From an optimization exercise on the open Yosys and OpenROAD flow, aimed at small area, a short achievable clock period and few clock cycles; shortcuts taken in it are not production practice.
No functional check of the RTL was part of any run shown here.
Power figures rest on the tool's default switching activity, not on a simulated workload.

### flow/design.v
module sctp_dec (
    input  wire        clk,
    input  wire        rst,
    input  wire        in_valid,
    output wire        in_ready,
    input  wire [63:0] in_data,
    input  wire        in_last,
    input  wire [3:0]  in_cnt,
    output reg         ev_valid,
    input  wire        ev_ready,
    output wire [3:0]  ev_type,
    output wire [1:0]  ev_refk,
    output wire [31:0] ev_off,
    output wire [63:0] ev_value,
    output wire [31:0] ev_size,
    output reg         ev_fault,
    output reg  [2:0]  ev_cause
);
    reg [3:0]  ev_ty;
    reg [1:0]  ev_rk;
    reg [31:0] ev_hp;            
    reg [3:0]  ev_ad;            
    reg        ev_oz;            
    reg        ev_vq;            
    reg [63:0] ev_v;             
    reg [3:0]  ev_sz;            
    reg        ev_z;             
    wire [31:0] ev_q = ev_hp + {28'd0, ev_ad};
    assign ev_type  = ev_z ? (ev_fault ? 4'd0 : 4'd15) : ev_ty;
    assign ev_refk  = ev_z ? 2'd0 : ev_rk;
    assign ev_off   = ev_oz ? 32'd0 : ev_q;
    assign ev_value = ev_z ? 64'd0 : {ev_vq ? 32'd0 : ev_v[63:32], ev_vq ? ev_q : ev_v[31:0]};
    assign ev_size  = ev_z ? 32'd0 : ev_vq ? ev_v[63:32] : {28'd0, ev_sz};
    localparam [1:0] REF_NULL  = 2'd0;
    localparam [1:0] REF_INBUF = 2'd1;
    localparam [1:0] REF_TEMP  = 2'd2;
    localparam [2:0] C_TRUNCATED = 3'd1;
    localparam [2:0] C_OVERFLOW  = 3'd2;
    localparam [2:0] C_UNKNOWN   = 3'd5;
    reg        e0v, e1v;         
    reg        e0l, e1l;         
    reg [7:0]  e0m, e1m;         
    reg [63:0] e0d, e1d;
    reg [23:0] pb;               
    reg        pl;               
    reg [2:0]  pm;               
    reg        skip;             
    reg        drain;            
    reg [7:0]  oh;               
    reg [2:0]  o;                
    reg [32:0] se;               
    reg [4:0]  sof;
    reg [28:0] bpos;             
    assign in_ready = !e1v;
    wire inacc = in_valid && !e1v;
    wire slot_free = !ev_valid || ev_ready;
    reg        e0w;              
    reg        e1w;              
    reg        ek;               
    reg [18:0] mw;               
    wire [151:0] win = {e1d, e0d, pb};
    wire [18:0] cb;              
    genvar gi;
    generate
        for (gi = 0; gi < 19; gi = gi + 1) begin : g_cb
            assign cb[gi] = win[8*gi+7];
        end
    endgenerate
    reg [7:0]  v_adv;            
    reg [7:0]  v_emit;           
    reg [7:0]  v_term;           
    reg [7:0]  v_vlsk;           
    reg [7:0]  v_p1, v_p2;       
    reg [7:0]  v_ohn [0:7];      
    reg [2:0]  v_cs  [0:7];      
    reg [7:0]  ph;
    reg [3:0]  pt, pmt;
    reg [10:0] pkeep;
    reg [10:1] pterm;
    reg [4:0]  pn, pvs, pvn;
    reg        pfound, povf, pok, pvfit, phv;
    reg        c_short, c_fix, c_leb, c_vs, c_vl, c_14, c_15;
    integer i, k;
    always @(*) begin
        for (i = 0; i < 8; i = i + 1) begin
            ph  = win[8*i +: 8];
            pt  = ph[3:0];
            pmt = ph[7:4];
            phv = mw[i];
            c_short = (pt == 4'd12);
            c_14    = (pt == 4'd14);
            c_15    = (pt == 4'd15);
            c_leb   = (pt == 4'd8) || (pt == 4'd9);
            c_vs    = (pt == 4'd13) && (pmt != 4'd15);
            c_vl    = (pt == 4'd13) && (pmt == 4'd15);
            c_fix   = !(c_short || c_14 || c_15 || c_leb || pt == 4'd13);
            pkeep[0] = 1'b1;
            for (k = 1; k <= 10; k = k + 1)
                pkeep[k] = pkeep[k-1] & cb[i+k];
            pvs = 5'd0;
            for (k = 1; k <= 10; k = k + 1) begin
                pterm[k] = pkeep[k-1] & !cb[i+k];
                if (pterm[k]) pvs = pvs | (i + 1 + k);
            end
            pfound = 1'b0;
            for (k = 1; k <= 10; k = k + 1)
                pfound = pfound | (!cb[i+k] & mw[i+k]);
            povf = pkeep[10] & mw[i+10];
            pvfit = 1'b0;
            pvn = 5'd0;
            for (k = 0; k < 15; k = k + 1)
                if (pmt == k) begin
                    pvfit = (i + k < 19) ? mw[i+k] : 1'b0;
                    pvn = i + 1 + k;
                end
            case (pt)
                4'd0, 4'd1:        begin pok = mw[i+1]; pn = i + 2; end
                4'd2, 4'd3:        begin pok = mw[i+2]; pn = i + 3; end
                4'd4, 4'd5, 4'd10: begin pok = mw[i+4]; pn = i + 5; end
                4'd12:             begin pok = 1'b1;    pn = i + 1; end
                4'd8, 4'd9:        begin pok = 1'b1;    pn = pvs;   end
                4'd13:             begin pok = 1'b1;    pn = (pmt == 4'd15) ? pvs : pvn; end
                default:           begin pok = mw[i+8]; pn = i + 9; end
            endcase
            v_emit[i] = phv && (c_short || (c_fix && pok) || (c_leb && pfound) || (c_vs && pvfit));
            v_adv[i]  = phv && (c_short || (c_fix && pok) || (c_leb && pfound) || (c_vs && (pvfit || !ek)));
            v_vlsk[i] = phv && c_vl && pfound;
            v_term[i] = (!phv && ek) ||
                        (phv && (c_14 || c_15 ||
                                 ((c_leb || c_vl) && !pfound && (povf || ek)) ||
                                 (c_fix && !pok && ek) ||
                                 (c_vs && !pvfit && ek)));
            v_cs[i] = (!phv || c_15) ? 3'd0 :
                      c_14 ? C_UNKNOWN :
                      ((c_leb || c_vl) && povf) ? C_OVERFLOW : C_TRUNCATED;
            v_p1[i]  = pn[4] | pn[3];
            v_p2[i]  = pn[4];
            v_ohn[i] = 8'd1 << pn[2:0];
        end
    end
    wire adv   = |(oh & v_adv);
    wire emit  = |(oh & v_emit);
    wire term  = |(oh & v_term);
    wire vlsk  = |(oh & v_vlsk);
    wire a_p1  = |(oh & v_p1);
    wire a_p2  = |(oh & v_p2);
    reg [7:0] ohn;
    reg [2:0] cause;
    wire [1:0] vs_hi = a_p2 ? (e1w ? 2'd0 : e0w ? 2'd1 : 2'd2) :
                       a_p1 ? (e0w ? 2'd0 : 2'd1) : 2'd0;
    always @(*) begin
        ohn = 8'd0; cause = 3'd0;
        for (i = 0; i < 8; i = i + 1)
            if (oh[i]) begin
                ohn   = ohn   | v_ohn[i];
                cause = cause | v_cs[i];
            end
    end
    wire [119:0] xs4 = o[2] ? win[151:32] : win[119:0];
    wire [103:0] xs2 = o[1] ? xs4[119:16] : xs4[103:0];
    wire [87:0]  x   = o[0] ? xs2[95:8]   : xs2[87:0];
    wire [3:0]  t = x[3:0];
    wire [3:0]  m = x[7:4];
    wire        vl = (m == 4'd15);
    reg [9:0]  keep;
    reg [63:0] lval;
    reg        fill;
    reg        lsign;
    reg [3:0]  nb;               
    always @(*) begin
        keep[0] = 1'b1;
        for (k = 1; k < 10; k = k + 1)
            keep[k] = keep[k-1] & x[8*k+7];
        nb = 4'd0;
        lsign = 1'b0;
        for (k = 1; k <= 10; k = k + 1)
            if (keep[k-1] && !x[8*k+7]) begin
                nb = nb | k[3:0];
                if (k < 10) lsign = lsign | x[8*k+6];
            end
        fill = t[0] && !t[2] && lsign;       
        for (k = 0; k < 9; k = k + 1)
            lval[7*k +: 7] = keep[k] ? x[8*(k+1) +: 7] : {7{fill}};
        lval[63] = keep[9] ? x[80] : fill;
    end
    reg [3:0]  fw;
    reg        fbit;
    reg [63:0] fval;
    always @(*) begin
        case (t)
            4'd0, 4'd1:        fw = 4'd1;
            4'd2, 4'd3:        fw = 4'd2;
            4'd4, 4'd5, 4'd10: fw = 4'd4;
            default:           fw = 4'd8;
        endcase
        case (t)
            4'd0:    fbit = x[15];
            4'd2:    fbit = x[23];
            4'd4:    fbit = x[39];
            default: fbit = 1'b0;
        endcase
        for (k = 0; k < 8; k = k + 1)
            fval[8*k +: 8] = (k < fw) ? x[8*(k+1) +: 8] : {8{fbit}};
    end
    wire [28:0] bm1 = bpos - 29'd1;
    wire [28:0] bp1 = bpos + 29'd1;
    wire [27:0] bh1 = bpos[28:1] + 28'd1;
    wire [28:0] bp2 = {bh1, bpos[0]};
    wire [31:0] hpos = {(o < 3'd3) ? bm1 : bpos, o - 3'd3};
    wire [31:0] qpos = {(o < 3'd2) ? bm1 : bpos, o - 3'd2};
    wire        vl_huge = |lval[63:32];
    reg [1:0]  r_refk;
    reg [63:0] r_value;
    reg [31:0] r_size;
    reg [3:0]  r_ad;
    reg        r_oz, r_vq;
    always @(*) begin
        r_refk = REF_INBUF; r_value = fval; r_size = {28'd0, fw}; r_ad = 4'd1; r_oz = 1'b0; r_vq = 1'b0;
        case (t)
            4'd12: begin
                r_value = {60'd0, m}; r_size = 32'd1; r_ad = 4'd0;
            end
            4'd8, 4'd9: begin
                r_refk = REF_TEMP; r_value = lval; r_size = 32'd8; r_oz = 1'b1;
            end
            4'd13: begin
                r_value = {vl ? lval[31:0] : {28'd0, m}, 32'd0}; r_vq = 1'b1;
                r_ad = vl ? nb + 4'd1 : 4'd1;
            end
            default: ;
        endcase
    end
    wire        s_small = (se[32:5] == 28'd0);
    wire [5:0]  s_es    = {1'b0, se[4:0]} + {1'b0, sof};
    wire [20:0] mw1     = {1'b0, mw, 1'b1};
    wire        s_fit   = s_small && (s_es < 6'd20) && mw1[s_es[4:0]];
    wire        s_ge8   = !s_small || (s_es[5:3] != 3'd0);
    wire        s_ge16  = !s_small || (s_es[5:4] != 2'd0);
    wire [29:0] se_dec  = se[32:3] - 30'd1;
    wire [5:0]  s_es_m8 = s_es - 6'd8;
    wire hdr   = !skip && !drain;
    wire hstep = hdr && slot_free;
    wire t_nb  = pl || (e0v && e0l) || (e0v && e1v && e1l);
    wire t_p2  = !pl && e0v && e1v && !e0l;
    wire t_p1  = !pl && e0v && (e0l || !e1v);
    wire h_p2  = e1w && a_p2;
    wire h_p1  = e0w && a_p1 && !h_p2;
    reg pop1, pop2, newbuf, sk_emit, sk_fault;
    always @(*) begin
        pop1 = 1'b0; pop2 = 1'b0; newbuf = 1'b0; sk_emit = 1'b0; sk_fault = 1'b0;
        if (drain) begin
            pop1 = e0v;
            newbuf = e0v && e0l;
        end else if (skip) begin
            if (s_fit) begin
                sk_emit = 1'b1;
                pop2 = s_ge16 && e1w;
                pop1 = s_ge8 && e0w && !pop2;
            end else if (ek) begin
                sk_fault = 1'b1;
                newbuf = 1'b1;
                pop1 = !pl && e0l;
                pop2 = !pl && !e0l;
            end else begin
                pop1 = s_ge8 && e0w;
            end
        end else if (slot_free) begin
            pop2   = ((adv || vlsk) && h_p2) || (term && t_p2);
            pop1   = ((adv || vlsk) && h_p1) || (term && t_p1);
            newbuf = term && t_nb;
        end
    end
    wire [7:0] imask = in_last ? therm8(in_cnt) : 8'hff;
    function [7:0] therm8(input [3:0] c);
        integer j;
        for (j = 0; j < 8; j = j + 1)
            therm8[j] = (j < c);
    endfunction
    reg       n_e0v, n_e1v, n_e0l, n_e1l, n_pl;
    reg [7:0] n_e0m, n_e1m;
    reg [2:0] n_pm;
    always @(*) begin
        n_e0v = e0v; n_e1v = e1v; n_e0l = e0l; n_e1l = e1l;
        n_e0m = e0m; n_e1m = e1m; n_pl = pl; n_pm = pm;
        if (pop2) begin
            n_e0v = 1'b0;
            n_e1v = 1'b0;
        end else if (pop1) begin
            if (e1v) begin
                n_e0v = 1'b1; n_e0l = e1l; n_e0m = e1m;
                n_e1v = 1'b0;
            end else begin
                n_e0v = inacc; n_e0l = in_last; n_e0m = imask;
            end
        end else if (inacc) begin
            if (e0v) begin
                n_e1v = 1'b1; n_e1l = in_last; n_e1m = imask;
            end else begin
                n_e0v = 1'b1; n_e0l = in_last; n_e0m = imask;
            end
        end
        if (newbuf) begin
            n_pl = 1'b0;
            n_pm = 3'b111;
        end else if (pop2) begin
            n_pl = e1l;
            n_pm = e1m[7:5];
        end else if (pop1) begin
            n_pl = e0l;
            n_pm = e0m[7:5];
        end
    end
    wire        n_e0w = n_e0v && !n_pl;
    wire        n_e1w = n_e0w && !n_e0l && n_e1v;
    wire        n_ek  = n_pl || (n_e0v && (n_e0l || (n_e1v && n_e1l)));
    wire [18:0] n_mw  = {n_e1m & {8{n_e1w}}, n_e0m & {8{n_e0w}}, n_pm};
    always @(posedge clk) begin
        if (!e1v)
            e1d <= in_data;
        if (pop1 && e1v)
            e0d <= e1d;
        else if (pop1 || !e0v)
            e0d <= in_data;
        if (pop2)
            pb <= e1d[63:40];
        else if (pop1)
            pb <= e0d[63:40];
        if (rst) begin
            e0v <= 1'b0; e1v <= 1'b0; e0l <= 1'b0; e1l <= 1'b0;
            e0m <= 8'd0; e1m <= 8'd0;
            pl <= 1'b0; pm <= 3'b111;
            e0w <= 1'b0; e1w <= 1'b0; ek <= 1'b0; mw <= 19'b111;
            skip <= 1'b0; drain <= 1'b0;
            oh <= 8'b0000_1000;
            o <= 3'd3;
            se <= 33'd0;
            sof <= 5'd0;
            bpos <= 29'd0;
            ev_valid <= 1'b0;
        end else begin
            e0v <= n_e0v; e1v <= n_e1v; e0l <= n_e0l; e1l <= n_e1l;
            e0m <= n_e0m; e1m <= n_e1m; pl <= n_pl; pm <= n_pm;
            e0w <= n_e0w; e1w <= n_e1w; ek <= n_ek; mw <= n_mw;
            if (newbuf)
                bpos <= 29'd0;
            else if (pop2)
                bpos <= bp2;
            else if (pop1)
                bpos <= bp1;
            if (newbuf) begin
                skip <= 1'b0; drain <= 1'b0;
                oh <= 8'b0000_1000;
                o <= 3'd3;
            end else if (skip) begin
                if (sk_emit) skip <= 1'b0;
                oh <= 8'd1 << s_es[2:0];
                o <= s_es[2:0];
                if (s_small) begin
                    se  <= {27'd0, pop1 ? s_es_m8 : s_es};
                    sof <= 5'd0;
                end else begin
                    if (pop1) se <= {se_dec, se[2:0]};
                end
            end else if (hstep) begin
                if (term) drain <= 1'b1;
                if (adv) begin
                    oh <= ohn;
                    o  <= {ohn[7] | ohn[6] | ohn[5] | ohn[4],
                           ohn[7] | ohn[6] | ohn[3] | ohn[2],
                           ohn[7] | ohn[5] | ohn[3] | ohn[1]};
                end
                if (adv && !emit) begin          
                    skip <= 1'b1;
                    se   <= {28'd0, vs_hi, ohn[7] | ohn[6] | ohn[5] | ohn[4],
                             ohn[7] | ohn[6] | ohn[3] | ohn[2],
                             ohn[7] | ohn[5] | ohn[3] | ohn[1]};
                    sof  <= 5'd0;
                end
                if (vlsk) begin                  
                    skip <= 1'b1;
                    se   <= vl_huge ? {33{1'b1}} : {1'b0, lval[31:0]};
                    sof  <= {vs_hi, ohn[7] | ohn[6] | ohn[5] | ohn[4],
                             ohn[7] | ohn[6] | ohn[3] | ohn[2],
                             ohn[7] | ohn[5] | ohn[3] | ohn[1]};
                end
            end
            if (ev_valid && ev_ready)
                ev_valid <= 1'b0;
            if (hstep) begin
                ev_valid <= emit || term;
                ev_ty    <= t;
                ev_rk    <= r_refk;
                ev_hp    <= hpos;
                ev_ad    <= term ? 4'd0 : r_ad;
                ev_oz    <= term ? (cause == 3'd0) : r_oz;
                ev_vq    <= r_vq;
                ev_v     <= r_value;
                ev_sz    <= r_size[3:0];
                ev_z     <= term;
                ev_fault <= term && (cause != 3'd0);
                ev_cause <= term ? cause : 3'd0;
            end else if (sk_emit) begin
                ev_valid <= 1'b1;
            end else if (sk_fault) begin
                ev_valid <= 1'b1;
                ev_ad    <= 4'd0;
                ev_z     <= 1'b1;
                ev_fault <= 1'b1;
                ev_cause <= C_TRUNCATED;
            end
        end
    end
endmodule
### flow/run.sh
#!/bin/bash
# synth_recipe.tcl (not shown) runs the flow's synth.tcl, then flattens the netlist and writes it again
# the make line also repeats each setting of config.mk as NAME=value (left out here)
make -C /OpenROAD-flow-scripts/flow DESIGN_CONFIG=/design/flow/config.mk WORK_HOME=/design/flow/orfs CLKGATE_MAP_FILE= SYNTH_SCRIPT=/design/flow/synth_recipe.tcl finish
### flow/config.mk
export PLATFORM = sky130hd
export DESIGN_NAME = sctp_dec
export DESIGN_NICKNAME = sctp_dec
export VERILOG_FILES = /design/flow/design.v
export SDC_FILE = /design/flow/constraint.sdc
export NUM_CORES = 4
export LEC_CHECK = 0
export CAP_MARGIN = 20
export CORE_MARGIN = 2
export CORE_UTILIZATION = 40
export SETUP_SLACK_MARGIN = 1.5
export SLEW_MARGIN = 20
export TNS_END_PERCENT = 10
### flow/constraint.sdc
create_clock -name core_clock -period 6.0 [get_ports {clk}]
set_input_delay 1.2000 -clock core_clock [delete_from_list [all_inputs] [get_ports {clk}]]
set_output_delay 1.2000 -clock core_clock [all_outputs]
set_load 0.01 [all_outputs]
==> impl_metrics.env, run 1 <==
export IMPL_outcome="timing/DRC/antenna clean"
export IMPL_hp_class="flip-flop to flip-flop"
export IMPL_initial_core_util_pct=40.3
export IMPL_relSlewSlack_pct=31.9
export IMPL_min_from="se[15]"
export IMPL_clockBufferDepth=3
export IMPL_dieWidth_um=278
export IMPL_worstSetupEndpointType="output pin"
export IMPL_die_area_sq_um=77000
export IMPL_ant_nets=0
export IMPL_vias_per_cell=6.47
export IMPL_port_buffers=212
export IMPL_syn_inst=3383
export IMPL_avgRoutedWirePerCell_um=27.9
export IMPL_hold_viol_final=0
export IMPL_critPathArrivalTime_ps=3370
export IMPL_grt_max_degree=109
export IMPL_grt_util_all_layers_pct=31.8
export IMPL_routed_wl_um=128000
export IMPL_max_stage_delay_ps=500
export IMPL_max_cap_violations=0
export IMPL_grt_pass1_wl_um=184000
export IMPL_ctsHtreeMaxLevel=2
export IMPL_fp_row_count=100
export IMPL_ys_warn_count=3
export IMPL_clock_skew_ps=45.1
export IMPL_num_vias=29700
export IMPL_worst_slew_pin_slew_ps=1020
export IMPL_cts_tree="yes"
export IMPL_fmax_mhz=219
export IMPL_crit_chain="and3_1, and3_1, nand3_1, nor2_2, nand3_2, buf_4, nor2_1, nand3_1, xor2_1, a211oi_1, clkdlybuf4s50_1"
export IMPL_setup_violations=0
export IMPL_setup_ws_ps=1430
export IMPL_drv_slew=0
export IMPL_async_reset_ff_share_pct=0
export IMPL_fin_setup_tns_ps=0
export IMPL_avgSynthCellArea_sq_um=8.85
export IMPL_crit_fanout=3
export IMPL_coreArea_sq_um=74200
export IMPL_fillers=7109
export IMPL_cp_slowest_cell="clkdlybuf4s50_1"
export IMPL_layout_nets=3688
export IMPL_ios=213
export IMPL_finalCritPeriodShare_pct=76.1
export IMPL_grt_pass1_vias=26900
export IMPL_clk_pin_slew_ps=60
export IMPL_clock_latency_ps=620
export IMPL_area_delta_synth_final_pct=20.3
export IMPL_p_per_area_nw_per_um2=649
export IMPL_critPathLaunch="ev_hp[4]"
export IMPL_vdd_drop_max_v=0.000331
export IMPL_rsz0062_at_grt="true"
export IMPL_place_ws_ps=1010
export IMPL_post_route_util_pct=48.5
export IMPL_finalCriticalPeriod_ps=4570
export IMPL_cts_made_buffers=44
export IMPL_ys_types=99
export IMPL_synth_edf_count=269
export IMPL_crit_path_start_kind="flip-flop"
export IMPL_gp_congestion=1.09
export IMPL_holdBufCountCts=0
export IMPL_drive_above_1_share_pct=17.6
export IMPL_dr_first_iter_drc_count=4353
export IMPL_syn_num_nets=3482
export IMPL_crit_reg2reg_launch="e0d[47]"
export IMPL_power_leakage_nw=13.0
export IMPL_synth_main_ff_cell="edfxtp_1"
export IMPL_cts_root_buf="clkbuf_16"
export IMPL_crit_required_ps=4800
export IMPL_synth_seq_area_share_pct=35.3
export IMPL_synth_seq_cells=393
export IMPL_cts_sinks=393
export IMPL_drc=0
export IMPL_die_y_um=278
export IMPL_dr_pass1_iters=8
export IMPL_netlist_area_sq_um=29900
export IMPL_holdWs_ps=476
export IMPL_antenna_found_initial=7
export IMPL_grt_overflow_total=0
export IMPL_crit_type="flip-flop to output pin"
export IMPL_hpwl_um=96000
[metrics by stage]
step,area [sq um],power (W),instances
after floorplan,30000,0.0139,3383
after global placement,33000,0.0194,4383
after detailed placement,33000,0.0194,4383
after CTS,34900,0.0223,4492
after global routing,36000,0.0244,4589
final,36000,0.0234,4592
[worst max-delay path: cells and delay by family (launching register included)]
kind                      cells  cell delay, ps
AOI/OAI and AO/OA             1             140
and+or+nand+nor               7            1090
xor gates and xnor gates      1             420
buffers and inverters         2             680
DFF                           1             410
[final cells by class]
cell class                 count  area [sq um]  share of cell area, %
clock buffer                  57          1200                   3.34
timing repair buffer         447          4140                   11.5
tap                          969          1210                   3.37
inverter                      69           260                  0.723
antenna                        3          7.51                 0.0209
multi-input combinational   2634         18400                   51.1
clock inverter                20           198                  0.549
sequential                   393         10600                   29.4
[flip-flops by register name, summed over array words and instances (netlist names), 5 cells and up]
| signal | cells |
|---|---|
| e0m | 8 |
| ev_hp | 32 |
| pb | 24 |
| mw | 19 |
| sof | 5 |
| oh | 8 |
| se | 33 |
| ev_v | 64 |
| bpos | 29 |
| e0d | 64 |
| e1d | 64 |
| e1m | 8 |
[cell usage in the layout (no fill, tap or decap), types with 42 or more instances in the layout]
cell type          n
nand3_1           81
dfxtp_1          109
a211oi_1          53
mux2_2           124
mux4_2            73
clkdlybuf4s50_1  197
nand2b_1          55
edfxtp_1         269
clkbuf_16         45
o21ai_0          190
nand4_1           50
mux2i_1          130
a21oi_1          185
buf_4            205
nor3_1            84
nor2b_1           63
xnor2_1           44
xor2_1            42
and2_1            85
nor2_1           353
nand2_1          325
inv_1             64
[cell usage after synthesis (14+ instances only)]
cell type | count | area (sq um)
a31oi_1 | 38 | 238
a221oi_1 | 21 | 184
o22ai_1 | 29 | 181
buf_1 | 19 | 71.3
a21o_1 | 28 | 210
nand4_1 | 50 | 313
o32ai_1 | 14 | 123
mux4_2 | 73 | 1640
xnor2_1 | 44 | 385
nor4_1 | 36 | 225
a211oi_1 | 55 | 413
mux2i_1 | 131 | 1310
xor2_1 | 52 | 455
edfxtp_1 | 269 | 8080
nand3_1 | 82 | 410
nor3b_1 | 28 | 210
buf_2 | 44 | 220
o211ai_1 | 37 | 278
nor3_1 | 87 | 435
or3_1 | 29 | 181
inv_1 | 65 | 244
o221ai_1 | 39 | 342
clkbuf_1 | 211 | 792
o21ai_0 | 194 | 971
ha_1 | 24 | 300
a21oi_1 | 192 | 961
nor2b_1 | 64 | 400
nor2_1 | 359 | 1350
nand2b_1 | 56 | 350
and2_1 | 85 | 532
and4_1 | 19 | 166
nand3b_1 | 16 | 120
mux2_2 | 124 | 1400
dfxtp_1 | 124 | 2480
nand2_1 | 328 | 1230
and3_1 | 31 | 194
[final timing paths]
kind                                endpoint  slack [ps]  cells past startpoint
worst max register to register         se[0]        1530                     14
worst max-delay path            ev_value[16]        1430                     11
worst min-delay path                  se[15]         480                      2
worst min register to register        se[15]         480                      2
[repair_timing]
item                       in CTS  in global routing
gates resized for setup        51                 79
hold endpoints to repair        0                  0
setup endpoints to repair     287                274
buffers inserted               32                 94
cloned                          0                  2
pin swaps                       8                 13
[report_power, final]
group | internal [W] | switching, W
clock network | 0.00151 | 0.00116
registers | 0.00436 | 0.00143
logic | 0.00555 | 0.00937
[kinds of logic (layout without fill, tap and decap cells)]
kind of cell,Yosys count,after routing,share of synthesized area [%]
XOR/XNOR,96,96,2.81
AND/OR/NAND/NOR,1344,1344,22.6
AO/OA/AOI/OAI,839,840,18.8
flip-flops,393,393,35.3
other,0,3,0
adder cells (fa/ha/maj),26,26,1.14
multiplexers,328,328,14.5
buffers and inverters,357,593,4.86
[metal layers]
metal | wire (um) | vias up | track usage, %
met3 | 13700 | 455 | 7.19
met1 | 50800 | 14200 | 42.1
met4 | 8720 | 2 | 18.5
li1 | - | 13100 | -
met5 | 92 | - | 0.876
met2 | 54900 | 1935 | 47.6
==> run 2: changes to the inputs <==
--- a/flow/config.mk
+++ b/flow/config.mk
@@ -12,2 +12 @@
 export SLEW_MARGIN = 20
-export TNS_END_PERCENT = 10
==> run 2 against run 1 <==
Net effect: critical path type is now flip-flop to flip-flop; clock-buffer cell count fell by 5; die area did not move; combinational power barely moved; register-to-register slack barely moved; still clean; critical endpoint is now se[1].
==> impl_metrics.env, run 2 <==
export IMPL_grt_pass1_wl_um=186000
export IMPL_final_cell_mix="nor2_1, nand2_1, edfxtp_1, buf_4, o21ai_0"
export IMPL_grt_pass1_vias=27300
export IMPL_outcome="timing/DRC/antenna clean"
export IMPL_fin_setup_tns_ps=0
export IMPL_clk_pin_slew_ps=60
export IMPL_p_int_w=0.0117
export IMPL_clock_latency_ps=610
export IMPL_avgSynthCellArea_sq_um=8.85
export IMPL_dieWidth_um=278
export IMPL_top_regs="e0d x64, e1d x64, ev_v x64"
export IMPL_p_per_area_nw_per_um2=658
export IMPL_netlist_area_sq_um=29900
export IMPL_worstSetupEndpointType="flip-flop"
export IMPL_p_clk_share_pct=12.2
export IMPL_drive_above_1_share_pct=18.3
export IMPL_syn_inst=3383
export IMPL_holdBufCountCts=0
export IMPL_crit_type="flip-flop to flip-flop"
export IMPL_routed_wl_um=130000
export IMPL_synth_seq_cells=393
export IMPL_synth_main_ff_cell="edfxtp_1"
export IMPL_synth_edf_count=269
export IMPL_cts_root_buf="clkbuf_16"
export IMPL_drc=0
export IMPL_clock_skew_ps=36.3
export IMPL_yosysMostFrequentCell="nor2_1"
export IMPL_worst_slew_pin_slew_ps=1210
export IMPL_async_reset_ff_share_pct=0
export IMPL_relSlewSlack_pct=18.6
export IMPL_die_area_sq_um=77000
export IMPL_avgRoutedWirePerCell_um=28.3
export IMPL_vdd_drop_max_v=0.000453
export IMPL_p_sw_w=0.0122
export IMPL_fp_row_count=100
export IMPL_grt_max_degree=101
export IMPL_layout_nets=3686
export IMPL_ant_nets=0
export IMPL_initial_core_util_pct=40.3
export IMPL_antennaDiodeCount=0
export IMPL_dr_first_iter_drc_count=4107
export IMPL_drv_slew=0
export IMPL_max_cap_violations=0
export IMPL_ios=213
export IMPL_crit_required_ps=6480
export IMPL_num_vias=29700
export IMPL_area_delta_synth_final_pct=21.2
export IMPL_die_y_um=278
export IMPL_finalCriticalPeriod_ps=4480
export IMPL_setup_violations=0
export IMPL_vias_per_cell=6.46
export IMPL_seqPwrFrac_pct=24.1
export IMPL_critPathArrivalTime_ps=4950
export IMPL_coreArea_sq_um=74200
export IMPL_netlist_area_leader_share_pct=27.0
export IMPL_synth_area_leaders="edfxtp_1, dfxtp_1, mux4_2"
export IMPL_crit_fanout=17
export IMPL_grt_overflow_total=0
export IMPL_power_leakage_nw=13.3
export IMPL_cts_tree="yes"
export IMPL_cts_made_buffers=45
export IMPL_cts_sinks=393
export IMPL_rsz0062_at_grt="true"
export IMPL_hold_viol_final=0
export IMPL_gp_congestion=1.08
export IMPL_final_common_cell="nor2_1"
export IMPL_finalCritPeriodShare_pct=74.6
export IMPL_hp_class="flip-flop to flip-flop"
export IMPL_ys_types=99
export IMPL_yosysTopAreaCell="edfxtp_1"
export IMPL_p_comb_share_pct=63.7
export IMPL_antenna_found_initial=2
export IMPL_synth_seq_area_share_pct=35.3
export IMPL_syn_num_nets=3482
export IMPL_dr_pass1_iters=6
export IMPL_hpwl_um=96200
export IMPL_clockBufferDepth=3
export IMPL_fmax_mhz=223
export IMPL_ctsHtreeMaxLevel=2
export IMPL_crit_path_start_kind="flip-flop"
export IMPL_p_sw_share_pct=51.2
export IMPL_grt_util_all_layers_pct=32.2
export IMPL_synth_common_cells="nor2_1, nand2_1, edfxtp_1"
export IMPL_power_w=0.0239
export IMPL_port_buffers=212
export IMPL_ys_warn_count=3
[run 2: repair_timing]
action,in CTS,in global routing
gates cloned,1,5
pin swaps,10,25
gates resized for setup,73,108
endpoints found under the setup margin,338,285
buffers inserted,62,69
[run 2: power groups by stage]
stage	logic [W]	registers [W]	clock network, W
2_1_floorplan	0.00912	0.00477	0
3_3_place_gp	0.0135	0.00600	0
3_5_place_dp	0.0135	0.00601	0
4_1_cts	0.0140	0.00582	0.00295
5_1_grt	0.0160	0.00582	0.00306
6_report	0.0152	0.00575	0.00291
[run 2: through the flow]
stage               cell area, sq um  hold WS (ps)  util (%)  instances  setup WS [ps]
floorplan                      30000           445         -       3383           1380
finish                         36300           479      48.9       4592           1520
detailed placement             32900           466      44.4       4372            921
global placement               32900           457      44.4       4371            989
CTS                            35200           475      47.4       4518           1370
global route                   36300           490      48.9       4592           1350
[run 2: cell families after synthesis]
kind of cell               share of synthesized area, %
adders and majority gates                          1.14
AOI/OAI and AO/OA                                  18.8
muxes                                              14.5
xor gates and xnor gates                           2.81
DFF                                                35.3
and+or+nand+nor                                    22.6
buffers and inverters                              4.86
[run 2: path summary, 6_finish.rpt]
path	slack [ps]	endpoint	from	cells past startpoint
setup / recovery	1520	se[1]	e0d[31]	13
hold / removal	480	se[15]	se[15]	2
setup reg to reg	1520	se[1]	e0d[31]	13
hold reg to reg	480	se[15]	se[15]	2
[run 2: per-layer routing]
metal / vias to the layer above / share of wire [%] / global-route usage (%)
li1: 13100 / - / -
met1: 14200 / 39 / 42.3
met2: 1889 / 43 / 49.9
met3: 416 / 10 / 6.62
met4: 4 / 6.8 / 17.4
met5: - / 0.022 / 0.188
[run 2: cell type report]
cell class	count	area [sq um]
clock buffers	52	1190
repair buffers	440	4110
well taps	969	1210
clock inverters	31	358
inverters	69	260
fillers	7054	37900
flip-flops and latches	393	10600
multi-input cells	2638	18600
[run 2: critical path: stages, from the launching register on]
cell and delay (ps):
edfxtp_1 620, buf_4 360, nand2_1 210, a31oi_1 420
o21ai_0 140, a21oi_1 250, o21ai_0 350, inv_1 180
o311ai_0 190, or3_1 380, or4b_1 660, o221a_2 300
a211oi_1 220, nor3_1 70
==> run 3: changes to the inputs <==
--- a/flow/design.v
+++ b/flow/design.v
@@ -24,6 +24,8 @@
     reg        ev_vq;            
-    reg [63:0] ev_v;             
-    reg [3:0]  ev_sz;            
+    reg [63:0] ev_v;
+    reg [31:0] ev_sz;
     reg        ev_z;             
-    wire [31:0] ev_q = ev_hp + {28'd0, ev_ad};
+    wire [4:0]  ev_ql = {1'b0, ev_hp[3:0]} + {1'b0, ev_ad};
+    wire [27:0] ev_qi = ev_hp[31:4] + 28'd1;
+    wire [31:0] ev_q  = {ev_ql[4] ? ev_qi : ev_hp[31:4], ev_ql[3:0]};
     assign ev_type  = ev_z ? (ev_fault ? 4'd0 : 4'd15) : ev_ty;
@@ -31,4 +33,4 @@
     assign ev_off   = ev_oz ? 32'd0 : ev_q;
-    assign ev_value = ev_z ? 64'd0 : {ev_vq ? 32'd0 : ev_v[63:32], ev_vq ? ev_q : ev_v[31:0]};
-    assign ev_size  = ev_z ? 32'd0 : ev_vq ? ev_v[63:32] : {28'd0, ev_sz};
+    assign ev_value = ev_z ? 64'd0 : {ev_v[63:32], ev_vq ? ev_q : ev_v[31:0]};
+    assign ev_size  = ev_z ? 32'd0 : ev_sz;
     localparam [1:0] REF_NULL  = 2'd0;
@@ -51,3 +53,4 @@
     reg [32:0] se;               
-    reg [4:0]  sof;
+    reg [4:0]  sof;              
+    reg        sprep;            
     reg [28:0] bpos;             
@@ -75,2 +78,3 @@
     reg [2:0]  v_cs  [0:7];      
+    reg [1:0]  v_vh  [0:7];      
     reg [7:0]  ph;
@@ -138,2 +142,4 @@
             v_ohn[i] = 8'd1 << pn[2:0];
+            v_vh[i]  = pn[4] ? (e1w ? 2'd0 : e0w ? 2'd1 : 2'd2) :
+                       pn[3] ? (e0w ? 2'd0 : 2'd1) : 2'd0;
         end
@@ -148,6 +154,5 @@
     reg [2:0] cause;
-    wire [1:0] vs_hi = a_p2 ? (e1w ? 2'd0 : e0w ? 2'd1 : 2'd2) :
-                       a_p1 ? (e0w ? 2'd0 : 2'd1) : 2'd0;
+    reg [1:0] vs_hi;
     always @(*) begin
-        ohn = 8'd0; cause = 3'd0;
+        ohn = 8'd0; cause = 3'd0; vs_hi = 2'd0;
         for (i = 0; i < 8; i = i + 1)
@@ -156,2 +161,3 @@
                 cause = cause | v_cs[i];
+                vs_hi = vs_hi | v_vh[i];
             end
@@ -226,3 +232,4 @@
             4'd13: begin
-                r_value = {vl ? lval[31:0] : {28'd0, m}, 32'd0}; r_vq = 1'b1;
+                r_value = 64'd0; r_vq = 1'b1;
+                r_size = vl ? lval[31:0] : {28'd0, m};
                 r_ad = vl ? nb + 4'd1 : 4'd1;
@@ -233,3 +240,11 @@
     wire        s_small = (se[32:5] == 28'd0);
-    wire [5:0]  s_es    = {1'b0, se[4:0]} + {1'b0, sof};
+    wire [5:0]  s_es    = {1'b0, se[4:0]};
+    wire        sp_pop  = e0w && (se[32:3] != 30'd0);
+    wire [6:0]  sp_l0   = {2'b00, se[4:0]} + {2'b00, sof};
+    wire [6:0]  sp_l1   = {2'b00, se[4:0]} + ({2'b00, sof} - 7'd8);
+    wire [6:0]  sp_lo   = sp_pop ? sp_l1 : sp_l0;
+    wire [27:0] sp_inc  = se[32:5] + 28'd1;
+    wire [27:0] sp_dec  = ~(~se[32:5] + 28'd1);
+    wire [27:0] sp_hi   = sp_lo[6] ? sp_dec : sp_lo[5] ? sp_inc : se[32:5];
+    wire [32:0] se_prep = se[32] ? se : {sp_hi, sp_lo[4:0]};
     wire [20:0] mw1     = {1'b0, mw, 1'b1};
@@ -253,2 +268,4 @@
             newbuf = e0v && e0l;
+        end else if (sprep) begin
+            pop1 = sp_pop;
         end else if (skip) begin
@@ -337,2 +354,3 @@
             sof <= 5'd0;
+            sprep <= 1'b0;
             bpos <= 29'd0;
@@ -350,5 +368,9 @@
             if (newbuf) begin
-                skip <= 1'b0; drain <= 1'b0;
+                skip <= 1'b0; drain <= 1'b0; sprep <= 1'b0;
                 oh <= 8'b0000_1000;
                 o <= 3'd3;
+            end else if (sprep) begin
+                sprep <= 1'b0;
+                se    <= se_prep;
+                sof   <= 5'd0;
             end else if (skip) begin
@@ -359,3 +381,2 @@
                     se  <= {27'd0, pop1 ? s_es_m8 : s_es};
-                    sof <= 5'd0;
                 end else begin
@@ -380,2 +401,3 @@
                     skip <= 1'b1;
+                    sprep <= 1'b1;
                     se   <= vl_huge ? {33{1'b1}} : {1'b0, lval[31:0]};
@@ -397,3 +419,3 @@
                 ev_v     <= r_value;
-                ev_sz    <= r_size[3:0];
+                ev_sz    <= r_size;
                 ev_z     <= term;
--- a/flow/config.mk
+++ b/flow/config.mk
@@ -10,3 +10,3 @@
 export CORE_UTILIZATION = 40
-export SETUP_SLACK_MARGIN = 1.5
+export SETUP_SLACK_MARGIN = 2
 export SLEW_MARGIN = 20
==> run 3 against run 2 <==
Net effect: still clean; via count up 15%; sequential power increased by 2%; clock skew is 3.3 ps higher; synthesized cell count increased by 11%; worst setup slack worse by 35 ps; critical path depth grew 1; first-iteration DRC count rose by 25%; cell area grew 18%; critical path type unchanged.
==> impl_metrics.env, run 3 <==
export IMPL_crit_path_start_kind="flip-flop"
export IMPL_synth_seq_cells=422
export IMPL_clock_skew_ps=39.5
export IMPL_vias_per_cell=6.53
export IMPL_dr_pass1_iters=10
export IMPL_outcome="timing/DRC/antenna clean"
export IMPL_avgRoutedWirePerCell_um=28.9
export IMPL_ctsHtreeMaxLevel=2
export IMPL_dieWidth_um=290
export IMPL_grt_max_degree=96
export IMPL_avgSynthCellArea_sq_um=8.68
export IMPL_ys_warn_count=4
export IMPL_antenna_found_initial=3
export IMPL_crit_fanout=5
export IMPL_gp_congestion=1.07
export IMPL_synth_seq_area_share_pct=34.9
export IMPL_dr_first_iter_drc_count=5125
export IMPL_gr_usage_met1_pct=42.8
export IMPL_drive_above_1_share_pct=26.7
export IMPL_crit_required_ps=6460
export IMPL_clock_latency_ps=620
export IMPL_cts_made_buffers=49
export IMPL_synth_edf_count=297
export IMPL_initial_core_util_pct=40.5
export IMPL_worst_slew_pin_slew_ps=1180
export IMPL_busiest_layer="met2"
export IMPL_die_area_sq_um=84000
export IMPL_die_y_um=290
export IMPL_ios=213
export IMPL_async_reset_ff_share_pct=0
export IMPL_vdd_drop_max_v=0.000362
export IMPL_antennaDiodeCount=0
export IMPL_netlist_area_leader_share_pct=27.3
export IMPL_holdBufCountCts=0
export IMPL_clk_pin_slew_ps=60
export IMPL_port_buffers=212
export IMPL_grt_pass1_vias=30600
export IMPL_syn_num_nets=3872
export IMPL_netlist_area_sq_um=32700
export IMPL_final_cell_mix="nor2_1, nand2_1, buf_4, edfxtp_1, mux2i_1"
export IMPL_num_vias=34200
export IMPL_setup_violations=0
export IMPL_layout_nets=4250
export IMPL_grt_pass1_wl_um=211000
export IMPL_dp_cells=4845
export IMPL_worstSetupEndpointType="flip-flop"
export IMPL_holdWs_ps=494
export IMPL_max_cap_violations=0
export IMPL_critPathArrivalTime_ps=4970
export IMPL_p_per_area_nw_per_um2=578
export IMPL_rsz0062_at_grt="true"
export IMPL_grt_util_all_layers_pct=33.4
export IMPL_drv_slew=0
export IMPL_rrSetupSlack_ps=1490
export IMPL_cts_root_buf="clkbuf_16"
export IMPL_ys_types=107
export IMPL_clockBufferDepth=3
export IMPL_ant_nets=0
export IMPL_fp_row_count=104
export IMPL_synth_main_ff_cell="edfxtp_1"
export IMPL_grt_met2_usage_pct=52.0
export IMPL_final_common_cell="nor2_1"
export IMPL_coreArea_sq_um=80700
export IMPL_hp_class="flip-flop to flip-flop"
export IMPL_finalCriticalPeriod_ps=4510
export IMPL_grt_overflow_total=0
export IMPL_hold_viol_final=0
export IMPL_syn_inst=3766
export IMPL_relSlewSlack_pct=18.9
export IMPL_top_regs="e0d x64, e1d x64, ev_v x64"
export IMPL_yosysTopAreaCell="edfxtp_1"
export IMPL_drc=0
export IMPL_routed_wl_um=152000
export IMPL_hpwl_um=106000
export IMPL_synth_common_cells="nor2_1, nand2_1, edfxtp_1"
export IMPL_cts_sinks=422
export IMPL_layoutNonFillerInstCount=5243
export IMPL_fmax_mhz=222
export IMPL_crit_type="flip-flop to flip-flop"
export IMPL_synth_area_leaders="edfxtp_1, dfxtp_1, mux2i_1"
export IMPL_power_leakage_nw=16.4
export IMPL_yosysMostFrequentCell="nor2_1"
export IMPL_area_delta_synth_final_pct=30.9
export IMPL_finalCritPeriodShare_pct=75.2
export IMPL_cts_tree="yes"
export IMPL_use_met3_pct=8.21
export IMPL_fin_setup_tns_ps=0
==> run 3: cell count changes in the layout (fill, tap and decap cells not counted), sizes merged, moves of 29 or more <==
cell    change
nor2b      +56
o22ai      +29
mux2i      +54
o21ai      -34
buf       +243
nand3      +40
and2       -43
nand2      +68
nor2       +85
a211oi     +35
==> run 3: critical path, cell delays in order, from the launching register on <==
cell and delay (ps):
dfxtp_4 340, or4_4 520, or3_4 360, or4b_4 600, a2111oi_4 290, mux2_4 340, a22o_4 220, mux2_4 260
a31o_4 250, or2_4 260, buf_12 150, nor3_4 230, buf_6 210, mux2i_1 250, nor2_1 70
==> run 3: area by class of cell <==
class                           instances  area (sq um)
Clock buffer                           65          1380
Clock inverter                         25           337
Fill cell                            7391         37900
Inverter                               89           348
Multi-Input combinational cell       2939         21800
Sequential cell                       422         11500
Tap cell                             1060          1330
Timing Repair Buffer                  643          6130
==> run 3: layer usage <==
layer	wire length, um	vias up
met3	17200	563
met5	0	-
li1	-	14800
met1	57200	16500
met4	11000	0
met2	66300	2374
==> run 3: kinds of logic after synthesis <==
logic type | Yosys count | share of synthesized area [%]
buffers and inverters | 411 | 5.11
AOI/OAI and AO/OA | 877 | 18.9
adders and majority gates | 33 | 1.31
DFF | 422 | 34.9
muxes | 351 | 13.4
and+or+nand+nor | 1574 | 23.6
xor gates and xnor gates | 98 | 2.63
==> run 3: final timing paths <==
check | end | cells past startpoint | start
worst max-delay path | e1m[5] | 14 | se[28]
worst min-delay path | bpos[28] | 2 | bpos[28]
worst max register to register | e1m[5] | 14 | se[28]
worst min register to register | bpos[28] | 2 | bpos[28]
==> run 3: repair_timing <==
action                                  CTS  global route
pin swaps                                69            95
gates resized for setup                 416           336
gates cloned                              9            21
endpoints found under the setup margin  448           418
setup buffers                           144           133
==> run 3: metrics by stage <==
step           power, W  worst slack [ps]  utilization (%)  instance area, sq um
2_1_floorplan    0.0130              1550                -                 32900
3_3_place_gp     0.0182              1150             44.7                 36000
3_5_place_dp     0.0182               993             44.7                 36000
4_1_cts          0.0226              1480             49.4                 39900
5_1_grt          0.0256              1410             53.1                 42800
6_report         0.0248              1490             53.1                 42800
==> run 3: where the power goes <==
part | switching [W] | internal (W) | leakage (nW) | total (W)
combinational | 0.00942 | 0.00629 | 11.5 | 0.0157
clock | 0.00131 | 0.00189 | 0.839 | 0.00319
sequential | 0.00132 | 0.00453 | 4.00 | 0.00585
==> run 4: changes to the inputs <==
--- a/flow/design.v
+++ b/flow/design.v
@@ -24,8 +24,6 @@
     reg        ev_vq;            
-    reg [63:0] ev_v;
-    reg [31:0] ev_sz;
+    reg [63:0] ev_v;             
+    reg [3:0]  ev_sz;            
     reg        ev_z;             
-    wire [4:0]  ev_ql = {1'b0, ev_hp[3:0]} + {1'b0, ev_ad};
-    wire [27:0] ev_qi = ev_hp[31:4] + 28'd1;
-    wire [31:0] ev_q  = {ev_ql[4] ? ev_qi : ev_hp[31:4], ev_ql[3:0]};
+    wire [31:0] ev_q = ev_hp + {28'd0, ev_ad};
     assign ev_type  = ev_z ? (ev_fault ? 4'd0 : 4'd15) : ev_ty;
@@ -33,4 +31,4 @@
     assign ev_off   = ev_oz ? 32'd0 : ev_q;
-    assign ev_value = ev_z ? 64'd0 : {ev_v[63:32], ev_vq ? ev_q : ev_v[31:0]};
-    assign ev_size  = ev_z ? 32'd0 : ev_sz;
+    assign ev_value = ev_z ? 64'd0 : {ev_vq ? 32'd0 : ev_v[63:32], ev_vq ? ev_q : ev_v[31:0]};
+    assign ev_size  = ev_z ? 32'd0 : ev_vq ? ev_v[63:32] : {28'd0, ev_sz};
     localparam [1:0] REF_NULL  = 2'd0;
@@ -45,5 +43,5 @@
     reg [63:0] e0d, e1d;
-    reg [23:0] pb;               
+    reg [39:0] pb;               
     reg        pl;               
-    reg [2:0]  pm;               
+    reg [4:0]  pm;               
     reg        skip;             
@@ -53,4 +51,3 @@
     reg [32:0] se;               
-    reg [4:0]  sof;              
-    reg        sprep;            
+    reg [4:0]  sof;
     reg [28:0] bpos;             
@@ -62,8 +59,8 @@
     reg        ek;               
-    reg [18:0] mw;               
+    reg [20:0] mw;               
     wire [151:0] win = {e1d, e0d, pb};
-    wire [18:0] cb;              
+    wire [20:0] cb;              
     genvar gi;
     generate
-        for (gi = 0; gi < 19; gi = gi + 1) begin : g_cb
+        for (gi = 0; gi < 21; gi = gi + 1) begin : g_cb
             assign cb[gi] = win[8*gi+7];
@@ -78,3 +75,2 @@
     reg [2:0]  v_cs  [0:7];      
-    reg [1:0]  v_vh  [0:7];      
     reg [7:0]  ph;
@@ -116,3 +112,3 @@
                 if (pmt == k) begin
-                    pvfit = (i + k < 19) ? mw[i+k] : 1'b0;
+                    pvfit = (i + k < 21) ? mw[i+k] : 1'b0;
                     pvn = i + 1 + k;
@@ -142,4 +138,2 @@
             v_ohn[i] = 8'd1 << pn[2:0];
-            v_vh[i]  = pn[4] ? (e1w ? 2'd0 : e0w ? 2'd1 : 2'd2) :
-                       pn[3] ? (e0w ? 2'd0 : 2'd1) : 2'd0;
         end
@@ -154,5 +148,6 @@
     reg [2:0] cause;
-    reg [1:0] vs_hi;
+    wire [1:0] vs_hi = a_p2 ? (e1w ? 2'd0 : e0w ? 2'd1 : 2'd2) :
+                       a_p1 ? (e0w ? 2'd0 : 2'd1) : 2'd0;
     always @(*) begin
-        ohn = 8'd0; cause = 3'd0; vs_hi = 2'd0;
+        ohn = 8'd0; cause = 3'd0;
         for (i = 0; i < 8; i = i + 1)
@@ -161,7 +156,6 @@
                 cause = cause | v_cs[i];
-                vs_hi = vs_hi | v_vh[i];
             end
     end
-    wire [119:0] xs4 = o[2] ? win[151:32] : win[119:0];
-    wire [103:0] xs2 = o[1] ? xs4[119:16] : xs4[103:0];
+    wire [111:0] xs4 = o[2] ? win[143:32] : win[111:0];
+    wire [95:0]  xs2 = o[1] ? xs4[111:16] : xs4[95:0];
     wire [87:0]  x   = o[0] ? xs2[95:8]   : xs2[87:0];
@@ -214,3 +208,3 @@
     wire [28:0] bp2 = {bh1, bpos[0]};
-    wire [31:0] hpos = {(o < 3'd3) ? bm1 : bpos, o - 3'd3};
+    wire [31:0] hpos = {(o < 3'd5) ? bm1 : bpos, o - 3'd5};
     wire [31:0] qpos = {(o < 3'd2) ? bm1 : bpos, o - 3'd2};
@@ -232,4 +226,3 @@
             4'd13: begin
-                r_value = 64'd0; r_vq = 1'b1;
-                r_size = vl ? lval[31:0] : {28'd0, m};
+                r_value = {vl ? lval[31:0] : {28'd0, m}, 32'd0}; r_vq = 1'b1;
                 r_ad = vl ? nb + 4'd1 : 4'd1;
@@ -240,13 +233,5 @@
     wire        s_small = (se[32:5] == 28'd0);
-    wire [5:0]  s_es    = {1'b0, se[4:0]};
-    wire        sp_pop  = e0w && (se[32:3] != 30'd0);
-    wire [6:0]  sp_l0   = {2'b00, se[4:0]} + {2'b00, sof};
-    wire [6:0]  sp_l1   = {2'b00, se[4:0]} + ({2'b00, sof} - 7'd8);
-    wire [6:0]  sp_lo   = sp_pop ? sp_l1 : sp_l0;
-    wire [27:0] sp_inc  = se[32:5] + 28'd1;
-    wire [27:0] sp_dec  = ~(~se[32:5] + 28'd1);
-    wire [27:0] sp_hi   = sp_lo[6] ? sp_dec : sp_lo[5] ? sp_inc : se[32:5];
-    wire [32:0] se_prep = se[32] ? se : {sp_hi, sp_lo[4:0]};
-    wire [20:0] mw1     = {1'b0, mw, 1'b1};
-    wire        s_fit   = s_small && (s_es < 6'd20) && mw1[s_es[4:0]];
+    wire [5:0]  s_es    = {1'b0, se[4:0]} + {1'b0, sof};
+    wire [22:0] mw1     = {1'b0, mw, 1'b1};
+    wire        s_fit   = s_small && (s_es < 6'd22) && mw1[s_es[4:0]];
     wire        s_ge8   = !s_small || (s_es[5:3] != 3'd0);
@@ -268,4 +253,2 @@
             newbuf = e0v && e0l;
-        end else if (sprep) begin
-            pop1 = sp_pop;
         end else if (skip) begin
@@ -297,3 +280,3 @@
     reg [7:0] n_e0m, n_e1m;
-    reg [2:0] n_pm;
+    reg [4:0] n_pm;
     always @(*) begin
@@ -320,9 +303,9 @@
             n_pl = 1'b0;
-            n_pm = 3'b111;
+            n_pm = {5{1'b1}};
         end else if (pop2) begin
             n_pl = e1l;
-            n_pm = e1m[7:5];
+            n_pm = e1m[7:3];
         end else if (pop1) begin
             n_pl = e0l;
-            n_pm = e0m[7:5];
+            n_pm = e0m[7:3];
         end
@@ -332,3 +315,3 @@
     wire        n_ek  = n_pl || (n_e0v && (n_e0l || (n_e1v && n_e1l)));
-    wire [18:0] n_mw  = {n_e1m & {8{n_e1w}}, n_e0m & {8{n_e0w}}, n_pm};
+    wire [20:0] n_mw  = {n_e1m & {8{n_e1w}}, n_e0m & {8{n_e0w}}, n_pm};
     always @(posedge clk) begin
@@ -341,5 +324,5 @@
         if (pop2)
-            pb <= e1d[63:40];
+            pb <= e1d[63:24];
         else if (pop1)
-            pb <= e0d[63:40];
+            pb <= e0d[63:24];
         if (rst) begin
@@ -347,10 +330,9 @@
             e0m <= 8'd0; e1m <= 8'd0;
-            pl <= 1'b0; pm <= 3'b111;
-            e0w <= 1'b0; e1w <= 1'b0; ek <= 1'b0; mw <= 19'b111;
+            pl <= 1'b0; pm <= {5{1'b1}};
+            e0w <= 1'b0; e1w <= 1'b0; ek <= 1'b0; mw <= {16'd0, {5{1'b1}}};
             skip <= 1'b0; drain <= 1'b0;
-            oh <= 8'b0000_1000;
-            o <= 3'd3;
+            oh <= 8'd32;
+            o <= 3'd5;
             se <= 33'd0;
             sof <= 5'd0;
-            sprep <= 1'b0;
             bpos <= 29'd0;
@@ -368,9 +350,5 @@
             if (newbuf) begin
-                skip <= 1'b0; drain <= 1'b0; sprep <= 1'b0;
-                oh <= 8'b0000_1000;
-                o <= 3'd3;
-            end else if (sprep) begin
-                sprep <= 1'b0;
-                se    <= se_prep;
-                sof   <= 5'd0;
+                skip <= 1'b0; drain <= 1'b0;
+                oh <= 8'd32;
+                o <= 3'd5;
             end else if (skip) begin
@@ -381,2 +359,3 @@
                     se  <= {27'd0, pop1 ? s_es_m8 : s_es};
+                    sof <= 5'd0;
                 end else begin
@@ -401,3 +380,2 @@
                     skip <= 1'b1;
-                    sprep <= 1'b1;
                     se   <= vl_huge ? {33{1'b1}} : {1'b0, lval[31:0]};
@@ -419,3 +397,3 @@
                 ev_v     <= r_value;
-                ev_sz    <= r_size;
+                ev_sz    <= r_size[3:0];
                 ev_z     <= term;
--- a/flow/config.mk
+++ b/flow/config.mk
@@ -10,3 +10,3 @@
 export CORE_UTILIZATION = 40
-export SETUP_SLACK_MARGIN = 2
+export SETUP_SLACK_MARGIN = 1.5
 export SLEW_MARGIN = 20
==> run 4 against run 3 <==
Net effect: non-clock buffer count down 148; sequential power down 4.1%; clock skew down 14 ps; global-route usage up 3.5 points; via count down 4.8%; clock power down 6.6%; maximum frequency down 0.74%; cell area down 9.5%; critical path type is now flip-flop to output pin; largest cell class unchanged.
==> impl_metrics.env, run 4 <==
export IMPL_num_vias=32600
export IMPL_dieWidth_um=286
export IMPL_rsz0062_at_grt="true"
export IMPL_hold_viol_final=0
export IMPL_syn_num_nets=3748
export IMPL_relSlewSlack_pct=28.0
export IMPL_power_w=0.0233
export IMPL_vdd_drop_max_v=0.000294
export IMPL_clk_pin_slew_ps=60
export IMPL_crit_path_start_kind="flip-flop"
export IMPL_cts_made_buffers=48
export IMPL_ff2ff_path_depth=11
export IMPL_netlist_area_leader_share_pct=26.8
export IMPL_netlist_area_sq_um=31900
export IMPL_crit_reg2reg_launch="o[1]"
export IMPL_synth_area_leaders="edfxtp_1, dfxtp_1, mux2i_1"
export IMPL_ant_nets=0
export IMPL_syn_inst=3649
export IMPL_grt_util_all_layers_pct=36.9
export IMPL_power_leakage_nw=14.5
export IMPL_cp_slowest_cell="clkdlybuf4s50_1"
export IMPL_ys_warn_count=5
export IMPL_cts_sinks=411
export IMPL_clock_latency_ps=630
export IMPL_cp_top_family="simple AND/OR/NAND/NOR gates"
export IMPL_worstSetupEndpointType="output pin"
export IMPL_ios=213
export IMPL_stdcell_area_sq_um=38700
export IMPL_worst_path_stages=12
export IMPL_min_from="sof[4]"
export IMPL_synth_main_ff_cell="edfxtp_1"
export IMPL_finalCriticalPeriod_ps=4550
export IMPL_top_regs="e0d x64, e1d x64, ev_v x64"
export IMPL_grt_pass1_wl_um=220000
export IMPL_die_area_sq_um=82100
export IMPL_finalCritPeriodShare_pct=75.8
export IMPL_max_stage_delay_ps=550
export IMPL_critPathArrivalTime_ps=3350
export IMPL_ctsHtreeMaxLevel=2
export IMPL_drc=0
export IMPL_routed_wl_um=157000
export IMPL_avgRoutedWirePerCell_um=31.6
export IMPL_clockBufferDepth=3
export IMPL_die_y_um=286
export IMPL_avgSynthCellArea_sq_um=8.75
export IMPL_ys_types=102
export IMPL_drv_slew=0
export IMPL_place_area_sq_um=35600
export IMPL_initial_core_util_pct=40.4
export IMPL_p_per_area_nw_per_um2=603
export IMPL_dr_first_iter_drc_count=4571
export IMPL_gp_congestion=1.11
export IMPL_grt_overflow_total=0
export IMPL_setup_violations=0
export IMPL_clock_skew_ps=25.8
export IMPL_yosysMostFrequentCell="nand2_1"
export IMPL_port_buffers=212
export IMPL_rrSetupSlack_ps=1460
export IMPL_r2r_end="se[9]"
export IMPL_grt_max_degree=68
export IMPL_fillers=7552
export IMPL_cts_root_buf="clkbuf_16"
export IMPL_max_cap_violations=0
export IMPL_grt_pass1_vias=29600
export IMPL_worst_slew_pin_slew_ps=1070
export IMPL_synth_common_cells="nand2_1, nor2_1, edfxtp_1"
export IMPL_synth_seq_area_share_pct=34.7
export IMPL_final_common_cell="nand2_1"
export IMPL_crit_top_cell="nor2_1"
export IMPL_synth_edf_count=285
export IMPL_layout_nets=3984
export IMPL_final_cell_mix="nand2_1, nor2_1, edfxtp_1, buf_4, o21ai_0"
export IMPL_holdPathEnd="sof[4]"
export IMPL_fmax_mhz=220
export IMPL_cp_buffers_inverters=2
export IMPL_async_reset_ff_share_pct=0
export IMPL_yosysTopAreaCell="edfxtp_1"
export IMPL_outcome="timing/DRC/antenna clean"
export IMPL_vias_per_cell=6.55
export IMPL_crit_required_ps=4800
export IMPL_crit_chain="ha_1, a21o_1, a21oi_4, nor2b_1, nor2_1, buf_4, nor3_4, and2_4, nand3_1, xor2_2, nor2_1, clkdlybuf4s50_1"
export IMPL_cts_tree="yes"
export IMPL_antenna_found_initial=7
export IMPL_synth_seq_cells=411
export IMPL_coreArea_sq_um=79000
export IMPL_hp_class="flip-flop to flip-flop"
export IMPL_drive_above_1_share_pct=18.1
export IMPL_dr_pass1_iters=9
export IMPL_fin_setup_tns_ps=0
export IMPL_holdBufCountCts=0
export IMPL_fp_row_count=103
export IMPL_hpwl_um=120000
export IMPL_area_delta_synth_final_pct=21.3
export IMPL_crit_type="flip-flop to output pin"
export IMPL_crit_fanout=6
export IMPL_holdPathStages=2
[run 4: changes by cell type after synthesis, sizes merged, moves of 19 or more]
cell    delta
nand2     -21
nor2b     -46
nor2     -133
a31oi     -21
mux2i     -22
nor3      +19
o21ai     +51
mux2      +36
and2      +49
nand3     -26
o211ai    +31
nand2b    +36
[run 4: cell type report]
type                       count  area, sq um  share of cell area (%)
antenna                        3         7.51                  0.0194
clock buffer                  64         1280                    3.31
clock inverter                26          287                   0.740
inverter                      89          335                   0.866
multi-input combinational   2840        19800                    51.1
sequential                   411        11100                    28.7
tap                         1050         1310                    3.39
timing repair buffer         495         4620                    11.9
[run 4: cell families (layout without fill, tap and decap cells)]
family                   after synthesis  after routing  share of synthesized area, %
adder cells (fa/ha/maj)               26             26                          1.07
other                                  0              3                             0
AND/OR/NAND/NOR                     1457           1457                          23.4
buffers and inverters                399            674                          5.06
multiplexers                         359            359                          14.0
XOR/XNOR                              84             84                          2.31
AO/OA/AOI/OAI                        913            914                          19.5
flip-flops                           411            411                          34.7
[run 4: how the worst max path moves through the flow]
stage / from / to / slack (ps)
after floorplan: se[0] / mw[20] / 1540
after global placement: pb[37] / mw[13] / 520
after detailed placement: pb[37] / bpos[28] / 570
after CTS: ev_hp[2] / ev_off[28] / 1430
after global routing: ev_hp[1] / ev_off[29] / 1320
final: ev_hp[1] / ev_off[29] / 1450
[run 4: metal layers]
layer / global-route usage, % / wire, um
met1: 49.7 / 63100
met2: 52.3 / 63700
met3: 11.3 / 19100
met5: 1.10 / 154
met4: 20.5 / 11300
[run 4: power by group]
part           leakage, nW  internal (W)  total [W]  switching, W
Clock                0.757       0.00169    0.00298       0.00129
Sequential            3.86       0.00440    0.00561       0.00122
Combinational         9.91       0.00525     0.0148       0.00951
Total                 14.5        0.0113     0.0233        0.0120
[run 4: worst register-to-register path, stage by stage (launching register included)]
cell	delay, ps
dfxtp_4	440
inv_2	330
buf_4	360
mux2i_1	640
o21ai_0	500
nor4b_1	410
nor2_1	100
or4_1	490
or3_4	400
and2_4	310
a221oi_1	290
a211oi_1	110
[run 4: timing repair]
| action | 4_1_cts | 5_1_grt |
|---|---|---|
| endpoints found under the setup margin | 366 | 328 |
| cloned | 1 | 3 |
| setup buffers | 45 | 65 |
| pin swaps | 10 | 18 |
| gates resized for setup | 76 | 88 |
[run 4: metrics by stage]
step,utilization (%),cells,hold WS (ps),worst slack (ps)
2_1_floorplan,-,3649,436,1540
3_3_place_gp,45.0,4770,447,520
3_5_place_dp,45.0,4770,453,569
4_1_cts,47.8,4906,462,1430
5_1_grt,49.0,4975,488,1320
6_report,49.0,4978,460,1450

## what the ideal ports hide
How much do the figures lean on ideal ports? The routed layouts below were timed once more, with nothing changed but the port constraints. Step 1: set_driving_cell puts a clkbuf_16 on clk and a buf_2 on each other input, an assumption about the parent block. Step 2 also shifts input and output timing later by t, the mid clock arrival at the registers, as if the neighbouring blocks saw the same clock. Three values: no drivers, after step 1, after step 2; two values: the first two.
run	t (ns)	setup WS [ns]	pins driven straight from the clock port
run 1	0.661	1.433 / 1.365 / 1.293	1
run 2	0.659	1.524 / 1.467 / 1.042	1
run 3	0.674	1.488 / 1.483 / 1.488	1
run 4	0.684	1.455 / 1.385 / 1.464	1
After both steps setup and hold are still met in every run listed. For run 2, which loses most, drivers alone change the setup slack by -0.057 ns; drivers and shift together by -0.482 ns.
